Background: an optimization exercise with open tools, aiming at small area, a short achievable clock period and few clock cycles per item. Do not read the settings as production practice.
The RTL was checked by simulation tests, not by an equivalence proof against the original design.

File: design/flow/config.mk
export PLATFORM = sky130hd
export DESIGN_NAME = vit64
export DESIGN_NICKNAME = vit64
export VERILOG_FILES = /design/flow/design.v
export SDC_FILE = /design/flow/constraint.sdc
export NUM_CORES = 4
export LEC_CHECK = 0
export CAP_MARGIN = 20
export CORE_MARGIN = 2
export CORE_UTILIZATION = 25
export PLACE_DENSITY = 0.35
export SLEW_MARGIN = 20
File: design/flow/run.sh
#!/bin/bash
# synth_recipe.tcl (not shown) runs the flow's synth.tcl, then flattens the netlist and writes it again
# the make line also repeats each setting of config.mk as NAME=value (left out here)
make -C /OpenROAD-flow-scripts/flow DESIGN_CONFIG=/design/flow/config.mk WORK_HOME=/design/flow/orfs CLKGATE_MAP_FILE= SYNTH_SCRIPT=/design/flow/synth_recipe.tcl finish
File: design/flow/design.v
module vit64 (
    input  wire        clk,
    input  wire        rst,
    input  wire        in_valid,
    output wire        in_ready,
    input  wire        in_flush,
    input  wire        in_hasx,
    input  wire        in_x,
    input  wire        in_y,
    output reg         out_valid,
    output reg  [7:0]  out_byte,
    output reg  [3:0]  out_nbits,
    output reg  [15:0] out_metric
);
    localparam D     = 32;
    localparam O     = 8;
    localparam DEPTH = D + O;
    localparam G1    = 7'o171;
    localparam G2    = 7'o133;
    localparam S_IDLE = 2'd0, S_BEST = 2'd1, S_TRACE = 2'd2, S_EMIT = 2'd3;
    reg [1:0]  state;
    reg [15:0] pm [0:63];           
    reg [63:0] ring [0:DEPTH-1];    
    reg [5:0]  vw;                  
    reg [5:0]  vcount;              
    reg [15:0] vbest;
    reg [7:0]  vob;                 
    reg [2:0]  vob_n;
    reg        tb_flush;            
    reg [5:0]  tb_n;                
    reg [5:0]  tb_k;                
    reg [5:0]  tb_rd;               
    reg [5:0]  tb_s;                
    reg [DEPTH-1:0] dec;            
    reg [5:0]  em_i;                
    assign in_ready = (state == S_IDLE);
    function parity7(input [6:0] v);
        parity7 = ^v;
    endfunction
    reg [63:0] acs_dec;
    reg [15:0] acs_pm [0:63];
    integer sp;
    reg [5:0]  p0, p1;
    reg [1:0]  bm0, bm1;
    reg [15:0] m0, m1, df;
    always @* begin
        for (sp = 0; sp < 64; sp = sp + 1) begin
            p0  = {sp[4:0], 1'b0};
            p1  = {sp[4:0], 1'b1};
            bm0 = (in_hasx ? {1'b0, parity7({sp[5], p0} & G1) ^ in_x} : 2'd0)
                + {1'b0, parity7({sp[5], p0} & G2) ^ in_y};
            bm1 = (in_hasx ? {1'b0, parity7({sp[5], p1} & G1) ^ in_x} : 2'd0)
                + {1'b0, parity7({sp[5], p1} & G2) ^ in_y};
            m0  = pm[p0] + {14'd0, bm0};
            m1  = pm[p1] + {14'd0, bm1};
            df  = m1 - m0;
            acs_dec[sp] = df[15];
            acs_pm[sp]  = df[15] ? m1 : m0;
        end
    end
    reg [15:0] bt_m [0:126];
    reg [5:0]  bt_i [0:126];
    reg [15:0] dl;
    integer n;
    always @* begin
        for (n = 0; n < 64; n = n + 1) begin
            bt_m[63 + n] = pm[n];
            bt_i[63 + n] = n[5:0];
        end
        for (n = 62; n >= 0; n = n - 1) begin
            dl = bt_m[2*n + 2] - bt_m[2*n + 1];
            if (dl[15]) begin
                bt_m[n] = bt_m[2*n + 2];
                bt_i[n] = bt_i[2*n + 2];
            end else begin
                bt_m[n] = bt_m[2*n + 1];
                bt_i[n] = bt_i[2*n + 1];
            end
        end
    end
    wire [63:0] rd_row = ring[tb_rd];
    wire        rd_bit = rd_row[tb_s];
    integer j;
    always @(posedge clk) begin
        if (rst) begin
            state     <= S_IDLE;
            vw        <= 6'd0;
            vcount    <= 6'd0;
            vbest     <= 16'd0;
            vob       <= 8'd0;
            vob_n     <= 3'd0;
            tb_flush  <= 1'b0;
            tb_n      <= 6'd0;
            tb_k      <= 6'd0;
            tb_rd     <= 6'd0;
            tb_s      <= 6'd0;
            em_i      <= 6'd0;
            out_valid <= 1'b0;
            out_byte  <= 8'd0;
            out_nbits <= 4'd0;
            out_metric <= 16'd0;
            for (j = 0; j < 64; j = j + 1) pm[j] <= 16'd0;
        end else begin
            out_valid <= 1'b0;
            case (state)
            S_IDLE: if (in_valid) begin
                if (!in_flush) begin
                    for (j = 0; j < 64; j = j + 1) pm[j] <= acs_pm[j];
                    ring[vw] <= acs_dec;
                    vw       <= (vw == DEPTH - 1) ? 6'd0 : vw + 6'd1;
                    vcount   <= vcount + 6'd1;
                    if (vcount + 6'd1 == D + O) begin
                        tb_flush <= 1'b0;
                        tb_n     <= O;
                        state    <= S_BEST;
                    end
                end else if (vcount != 6'd0) begin
                    tb_flush <= 1'b1;
                    tb_n     <= vcount;
                    state    <= S_BEST;
                end else if (vob_n != 3'd0) begin
                    out_valid  <= 1'b1;
                    out_byte   <= vob;
                    out_nbits  <= {1'b0, vob_n};
                    out_metric <= vbest;
                    vob        <= 8'd0;
                    vob_n      <= 3'd0;
                end
            end
            S_BEST: begin
                vbest <= bt_m[0];
                tb_s  <= bt_i[0];
                tb_k  <= vcount - 6'd1;
                tb_rd <= (vw == 6'd0) ? DEPTH - 1 : vw - 6'd1;
                state <= S_TRACE;
            end
            S_TRACE: begin
                dec[tb_k] <= tb_s[5];
                tb_s      <= {tb_s[4:0], rd_bit};
                tb_rd     <= (tb_rd == 6'd0) ? DEPTH - 1 : tb_rd - 6'd1;
                tb_k      <= tb_k - 6'd1;
                if (tb_k == 6'd0) begin
                    em_i  <= 6'd0;
                    state <= S_EMIT;
                end
            end
            S_EMIT: begin
                if (em_i == tb_n) begin
                    vcount <= vcount - tb_n;
                    if (tb_flush && vob_n != 3'd0) begin
                        out_valid  <= 1'b1;
                        out_byte   <= vob;
                        out_nbits  <= {1'b0, vob_n};
                        out_metric <= vbest;
                        vob        <= 8'd0;
                        vob_n      <= 3'd0;
                    end
                    state <= S_IDLE;
                end else begin
                    em_i <= em_i + 6'd1;
                    if (vob_n == 3'd7) begin
                        out_valid  <= 1'b1;
                        out_byte   <= {vob[7:1], dec[em_i]};
                        out_nbits  <= 4'd8;
                        out_metric <= vbest;
                        vob        <= 8'd0;
                        vob_n      <= 3'd0;
                    end else begin
                        vob[7 - vob_n] <= dec[em_i];
                        vob_n          <= vob_n + 3'd1;
                    end
                end
            end
            endcase
        end
    end
endmodule
File: design/flow/constraint.sdc
create_clock -name core_clock -period 17.0 [get_ports {clk}]
set_input_delay 3.4000 -clock core_clock [delete_from_list [all_inputs] [get_ports {clk}]]
set_output_delay 3.4000 -clock core_clock [all_outputs]
set_load 0.01 [all_outputs]
==> flow_summary.ini <==
[outcome]
status = timing/DRC/antenna clean

[layout]
area_growth_pct = 15.3
nFillCells = 99900
layout_common_cells = 2600 x edfxtp_1, 2496 x nand2_1, 2048 x a21oi_1
final_common_cell = edfxtp_1
final_area_um2 = 278000
drive_above_1_share_pct = 12.7
seqCellArea_um2 = 101000
num-nets-final = 25800
multi_input_area_um2 = 133000

[setup_path]
timing.rr.start = pm[48][6]
ff2ff_setup_slack_ps = 900
crit_required_ps = 17900
critPathKind = reg -> reg
cp_max_fo = 29
startpoint = pm[48][6]
path_delay_family = compound AO/OA/AOI/OAI gates
cpPeakStageDelay_ps = 810
reg2reg_to = tb_s[3]
cpMaxStageDelayCell = mux2i_1
worstSetupPathDepth = 67
cp.arrival_ps = 17000
crit_top_cell = a21o_1
crit_path_end = tb_s[3]
crit_path_end_kind = register
r2r_cells = 67
cp_num_buf_inv = 8
cp-start-kind = register

[die]
dieHeight_um = 986
num_io_pins = 37
start_util_pct = 25.1
die_area_um2 = 973000
core_area_um2 = 962000
fp-row-count = 360
die_w_um = 986

[clock_tree]
cts.clk_slew.worst_paths_ps = 60
clk_latency_ps = 1110
clockBufferDepth = 5
ctsHoldBuffers = 0
cts_tree = yes
numClockSinks = 3731
htree_levels = 5
cts_root_buffer = clkbuf_16
cts_made_buffers = 476

[placement]
placed_area_um2 = 262000
port_buffers = 36
dp_hpwl_um = 786000
gp_congestion = 0.940

[logic_synthesis]
synth_area_leader_cell = edfxtp_1
ys_types = 100
ys_seq_area_share_pct = 41.7
yosysWarningCount = 5
synth_edf_count = 2600
syn_inst = 23500
synthTopCellsByArea = edfxtp_1 32%, ha_1 11%, dfxtp_1 9.4%, mux4_2 7.8%, xnor2_1 5.9%
yosysTopAreaCellShare_pct = 32.4
syn_nets = 25700
synth-seq-cells = 3731
synth.avg_cell_area_um2 = 10.3
synth_ff_type = edfxtp_1
synthArstFlopShare_pct = 0
syn-cell-area_um2 = 241000

[timing]
slew_viol_final = 0
max_freq_ghz = 0.0621
slew_headroom_pct = 15.8
fin_skew_ps = 132
setup_viol = 0
fin_crit_ps = 16100
fin_crit_sh_pct = 94.7
hold_violations = 0
tns_ps = 0
tightest_slew_ps = 1250

[grt]
grt_usage_pct = 21.1
overflow = 0
grt_pass1_wl_um = 1460000
grt_start_max_net_pins = 166
grt_antenna_before_repair = 77
grt_pass1_vias = 180000

[routing]
vias = 182000
wl_um = 1050000
drc = 0
via_per_inst = 4.93
routedWlPerCell_um = 28.5
drtIter0Drc = 14600
first_pass_iters = 6
ant_nets = 0

[job]
drv.max_cap_violation_count = 0

[worst_hold_path]
hold_class = reg -> reg
synthesized netlist by cell type, types with 17 or more instances:
cell type and number:
o21ai_0 1084, or2_2 25, nor3_1 90, clkbuf_1 1229
o211ai_1 470, and4_1 96, dfxtp_1 1131, a21oi_1 2076
a22oi_1 27, a22o_1 30, ha_1 2040, xor2_1 427
a21o_1 342, edfxtp_1 2600, mux2i_1 538, nand4_1 317
a221o_1 25, nor2b_1 359, nor4_1 78, a21boi_0 19
mux2_2 126, buf_2 24, nand2b_1 405, a211oi_1 191
inv_1 891, nand3_1 549, fa_1 129, o21ai_1 21
a211o_1 25, o221ai_1 17, o31a_1 39, nand2_1 2499
xnor2_1 1629, mux4_2 839, nor2_1 1952, buf_1 193
o21a_1 35, o31ai_1 43, and2_1 476, or3_1 54
and3_1 95, a31oi_1 21
worst min-delay path, stage by stage (launching register included):
cell	delay [ps]
dfxtp_1	300
nand2_1	50
a21oi_1	50
worst min path at each step:
stage,from,end,slack [ps],cells past startpoint
finish,out_metric[1],out_metric[1],450,2
global route,pm[42][14],pm[42][14],470,2
CTS,pm[14][4],pm[14][4],450,2
detailed placement,pm[14][4],pm[14][4],450,2
global placement,out_byte[6],out_byte[6],440,2
floorplan,vbest[10],vbest[10],420,2
sequential cells by signal, indices dropped and copies added, names as in the netlist, 3 cells and up, named ones only:
signal	cells
tb_rd	6
vw	6
out_metric	16
out_nbits	4
ring	2560
vbest	16
tb_n	6
vcount	6
vob_n	3
dec	40
out_byte	8
vob	8
tb_k	6
tb_s	6
em_i	6
pm	1024
metrics by stage:
step	hold WS (ps)	utilization [%]	worst slack, ps	instances
4_1_cts	454	28.8	187	36800
3_3_place_gp	445	27.2	-287	36000
2_1_floorplan	425	-	1470	23500
3_5_place_dp	447	27.2	-83.2	36000
5_1_grt	472	28.9	-10.2	36900
6_report	454	28.9	904	36900
cell families after synthesis:
kind of cell	after synthesis	share of synthesized area, %
and+or+nand+nor	7049	13.5
AOI/OAI and AO/OA	4626	11.3
DFF	3731	41.7
buffers and inverters	2352	3.68
adders and majority gates	2169	11.6
xor gates and xnor gates	2061	7.51
muxes	1507	10.7
repair_timing:
item                                    in CTS  in global routing
endpoints found under the setup margin      20                 22
buffers inserted                             0                 21
gates resized for setup                      5                 92
pin swaps                                    0                  9
metal layers:
layer / GRT usage (%) / vias to the layer above / routed length [um]
met5: 0 / - / 60
met4: 6.71 / 10 / 39200
met3: 1.83 / 1034 / 35500
met2: 35.8 / 3788 / 502000
met1: 28.4 / 91900 / 477000
li1: - / 85100 / -
layout make-up:
type / instances / share of cell area [%]
antenna: 35 / 0.0315
clock buffer: 614 / 4.63
clock inverter: 231 / 0.896
inverter: 902 / 1.22
multi-input combinational: 17400 / 47.9
sequential: 3731 / 36.2
tap: 12900 / 5.78
timing repair buffer: 1134 / 3.30
Testbench counts, summed over its fixed seeds: cycles 91,736, bits 12,800.

[static timing again, ports no longer ideal]
How much do the figures lean on ideal ports? The routed layout below was timed once more, with nothing changed but the port constraints. Step 1: set_driving_cell puts a clkbuf_16 on clk and a buf_2 on each other input, an assumption about the parent block. Step 2 moves the port delays by t, midway between the first and last clock arrival at a register: inputs arrive t later, outputs are due t later. That takes back most of the time a late clock gives input paths. Slacks: ideal ports / drivers / drivers and shift; pairs: ideal ports / drivers.
t, ns: 1.190
slack for setup (ns): 0.904 / 0.904 / 0.904
worst register clock-pin slew, ns: 0.08 / 0.08
After both steps setup and hold are still met in this run. For this run, drivers alone change the setup slack by 0.000 ns; drivers and shift together by 0.000 ns.
